From an optimization exercise on the open Yosys and OpenROAD flow, aimed at small area and a short achievable clock period; shortcuts taken in it are not production practice. Function was checked by simulation only, so behaviour that the tests miss may differ from the original. Power and IR drop assume default switching activity.

== job 101 ==
==> flow/design.v (excerpt) <==
module minifloat_unit (
    input  wire        clk,
    input  wire [4:0]  op,
    input  wire [31:0] a,
    input  wire [31:0] b,
    output wire [31:0] y,
    output wire [1:0]  st
);
    wire [11:0] ahi_d;
    wire [4:0]  tz_d;
    wire        or_d;
    mf_front u_front (.op(op), .a(a), .b(b[7:0]), .ahi(ahi_d), .tz(tz_d), .or19_11(or_d));
    reg [4:0]  op_q;
    reg [7:0]  p_q;        
    reg [11:0] ahi_q;      
    reg [2:0]  amid_q;     
    reg        a16_q;      
    reg        or_q;       
    reg [4:0]  tz_q;       
    always @(posedge clk) begin
        op_q   <= op;
        p_q    <= a[7:0];
        ahi_q  <= ahi_d;
        amid_q <= a[10:8];
        a16_q  <= a[16];
        or_q   <= or_d;
        tz_q   <= tz_d;
    end
    wire [7:0] lo_d;
    wire [8:0] hi_d;
    wire [1:0] st_d;
    mf_core u_core (.op(op_q), .p(p_q), .q(ahi_q[11:4]), .lt(ahi_q[3]), .d(ahi_q[2:0]), .ahi(ahi_q), .amid(amid_q),
  ...
Size in the first run: ~930 cells after synthesis, about 54 flip-flops, ~5100 um^2 of cells after synthesis.
==> flow/config.mk <==
export PLATFORM = sky130hd
export DESIGN_NAME = minifloat_unit
export DESIGN_NICKNAME = minifloat_unit
export VERILOG_FILES = /design/flow/design.v
export SDC_FILE = /design/flow/constraint.sdc
export NUM_CORES = 4
export LEC_CHECK = 0
export CAP_MARGIN = 20
export CORE_MARGIN = 2
export CORE_UTILIZATION = 55
export CTS_BUF_LIST = sky130_fd_sc_hd__clkbuf_4 sky130_fd_sc_hd__clkbuf_8
export CTS_CLUSTER_DIAMETER = 60
export CTS_CLUSTER_SIZE = 24
export SLEW_MARGIN = 20
export SYNTH_HIERARCHICAL = 1
export SYNTH_MINIMUM_KEEP_SIZE = 0
==> flow/constraint.sdc <==
create_clock -name core_clock -period 15.0 [get_ports {clk}]
set_input_delay 3.0000 -clock core_clock [delete_from_list [all_inputs] [get_ports {clk}]]
set_output_delay 3.0000 -clock core_clock [all_outputs]
set_load 0.01 [all_outputs]
standard.sh (not shown) runs the stock make flow with config.mk's settings and CLKGATE_MAP_FILE= SYNTH_SCRIPT=/design/flow/synth_recipe.tcl, a recipe that flattens the netlist after the stock synthesis.
==> flow/flow/run.sh <==
#!/bin/bash
# Own layout flow: the standard ORFS flow (standard.sh) with these changes.
#  1. Synthesis is synth_recipe.tcl unchanged except that ABC maps the
#     request-stage module mf_front with flow/abc_front.script and the rest
#     with flow/abc.script (registers, flattening and renaming as standard).
#  2. Ports are buffered with sky130_fd_sc_hd__buf_1 instead of the delay
#     buffer buffer_ports picks by default.
#  3. Yosys maps adders to plain gates for ABC (no full/half-adder cells).
#  4. repair_timing aims at a setup margin of flow/margin.txt ns, so that it
#     works on the datapath rather than stopping once the 15 ns clock is met.
# Each tool's full output stays in orfs/logs/; make's own output goes to
# make_finish.log in this folder.
set -euo pipefail
HERE=$(pwd)
MARGIN=$(cat flow/margin.txt)
cat > my_synth.tcl <<EOT
proc abc {args} {
  set i [lsearch -exact \$args -script]
  set front \$args
  lset front [expr {\$i + 1}] $HERE/flow/abc_front.script
  yosys abc {*}\$front mf_front
  set rest \$args
  lset rest [expr {\$i + 1}] $HERE/flow/abc.script
  yosys abc {*}\$rest
}
EOT
cat synth_recipe.tcl >> my_synth.tcl
bash standard.sh SYNTH_SCRIPT=$HERE/my_synth.tcl SETUP_SLACK_MARGIN=$MARGIN \
  "BUFFER_PORTS_ARGS=-buffer_cell sky130_fd_sc_hd__buf_1" ADDER_MAP_FILE= finish > make_finish.log 2>&1
==> flow/flow/abc.script <==
strash
balance
 rewrite
 refactor
 balance
 rewrite
 rewrite -z
 balance
 refactor -z
 rewrite -z
 balance
balance
 rewrite
 refactor
 balance
 rewrite
 rewrite -z
 balance
 refactor -z
 rewrite -z
 balance
dch -f
map -B 0.9
topo
==> flow/flow/abc_front.script <==
strash
balance
 rewrite
 refactor
 balance
 rewrite
 rewrite -z
 balance
 refactor -z
 rewrite -z
 balance
balance
 rewrite
 refactor
 balance
 rewrite
 rewrite -z
 balance
 refactor -z
 rewrite -z
 balance
dch -f
map -B 0.9
topo
buffer -c
upsize -c
dnsize -c
==> flow/flow/margin.txt <==
11.3
Job 101 closes out successfully: all stages finished, all timing, DRC and antenna checks passed.
Edits applied to the flow inputs when going from job 101 to job 102:
==> flow/flow/margin.txt <==
11.2
--- outcome ---
- Against job 101 as the reference, job 102 delivers a lower proportion of layout cells with a drive suffix above 1.
- Delta (job 102 minus job 101): fraction of area in multi-input gates went up 1.9 points, length of routed wiring on met1 lost 2.6%.
Modified inputs, job 103 compared to job 102
==> flow/flow/abc.script <==
strash
dc2
balance
 rewrite
 refactor
 balance
 rewrite
 rewrite -z
 balance
 refactor -z
 rewrite -z
 balance
&get -n
&deepsyn -T 60
&put
balance
dch -f
map -B 0.9
topo
==> flow/flow/margin.txt <==
11.1
Findings:
Job 102 → job 103: final design utilization rose 1.9 points, setup slack went down.
Delta(detailed-route wire length, job 103 - job 102) < 0
What job 104 does differently from job 103 at the input level:
==> flow/flow/abc.script <==
strash
dc2
balance
 resub -K 6
 rewrite
 resub -K 6 -N 2
 refactor
 resub -K 8
 balance
 resub -K 8 -N 2
 rewrite
 resub -K 10
 rewrite -z
 resub -K 10 -N 2
 balance
 resub -K 12
 refactor -z
 resub -K 12 -N 2
 rewrite -z
 balance
dc2
balance
 resub -K 6
 rewrite
 resub -K 6 -N 2
 refactor
 resub -K 8
 balance
 resub -K 8 -N 2
 rewrite
 resub -K 10
 rewrite -z
 resub -K 10 -N 2
 balance
 resub -K 12
 refactor -z
 resub -K 12 -N 2
 rewrite -z
 balance
dch -f
map -B 0.9
topo
==> flow/flow/margin.txt <==
11.2
==> run summary <==
- Compared with job 103, job 104 shows internal power of the cells that has gone up slightly.
- Against job 103, job 104 reports a setup slack of the critical path after layout that is higher.
- On job 104: non-clock inverter count in the final layout is 18% higher than what job 103 gave.

==> afterwards: timing with drivers on the ports <==
Ports are ideal in the flow. The routed layouts listed here were re-timed in OpenROAD. Step 1 sets driving cells, clkbuf_16 on the clock port and buf_2 on the other inputs (assumed; they add their load-dependent delay and slew). Step 2 times the ports against the registers' clock, not the clock port: input delays grow and output delays shrink by t, the midpoint of the rising clock arrivals with the driver on. Three values: ideal ports, drivers, drivers and shift; two values: the first two.
run	t (ns)	setup WS [ns]	clock arrival spread, ns	worst register clock-pin slew, ns	pins driven straight from the clock port
job 101	0.349	11.209 / 11.171 / 10.948	0.012 / 0.012	0.10 / 0.10	1
job 102	0.334	11.224 / 11.192 / 10.971	0.011 / 0.011	0.10 / 0.10	1
job 103	0.349	11.175 / 11.141 / 10.830	0.011 / 0.011	0.11 / 0.11	1
job 104	0.347	11.200 / 11.162 / 10.981	0.018 / 0.018	0.11 / 0.11	1
After both steps setup and hold are still met in every run listed. The setup slack of job 103, which loses most, moves by -0.034 ns with the drivers and by -0.345 ns with both steps.
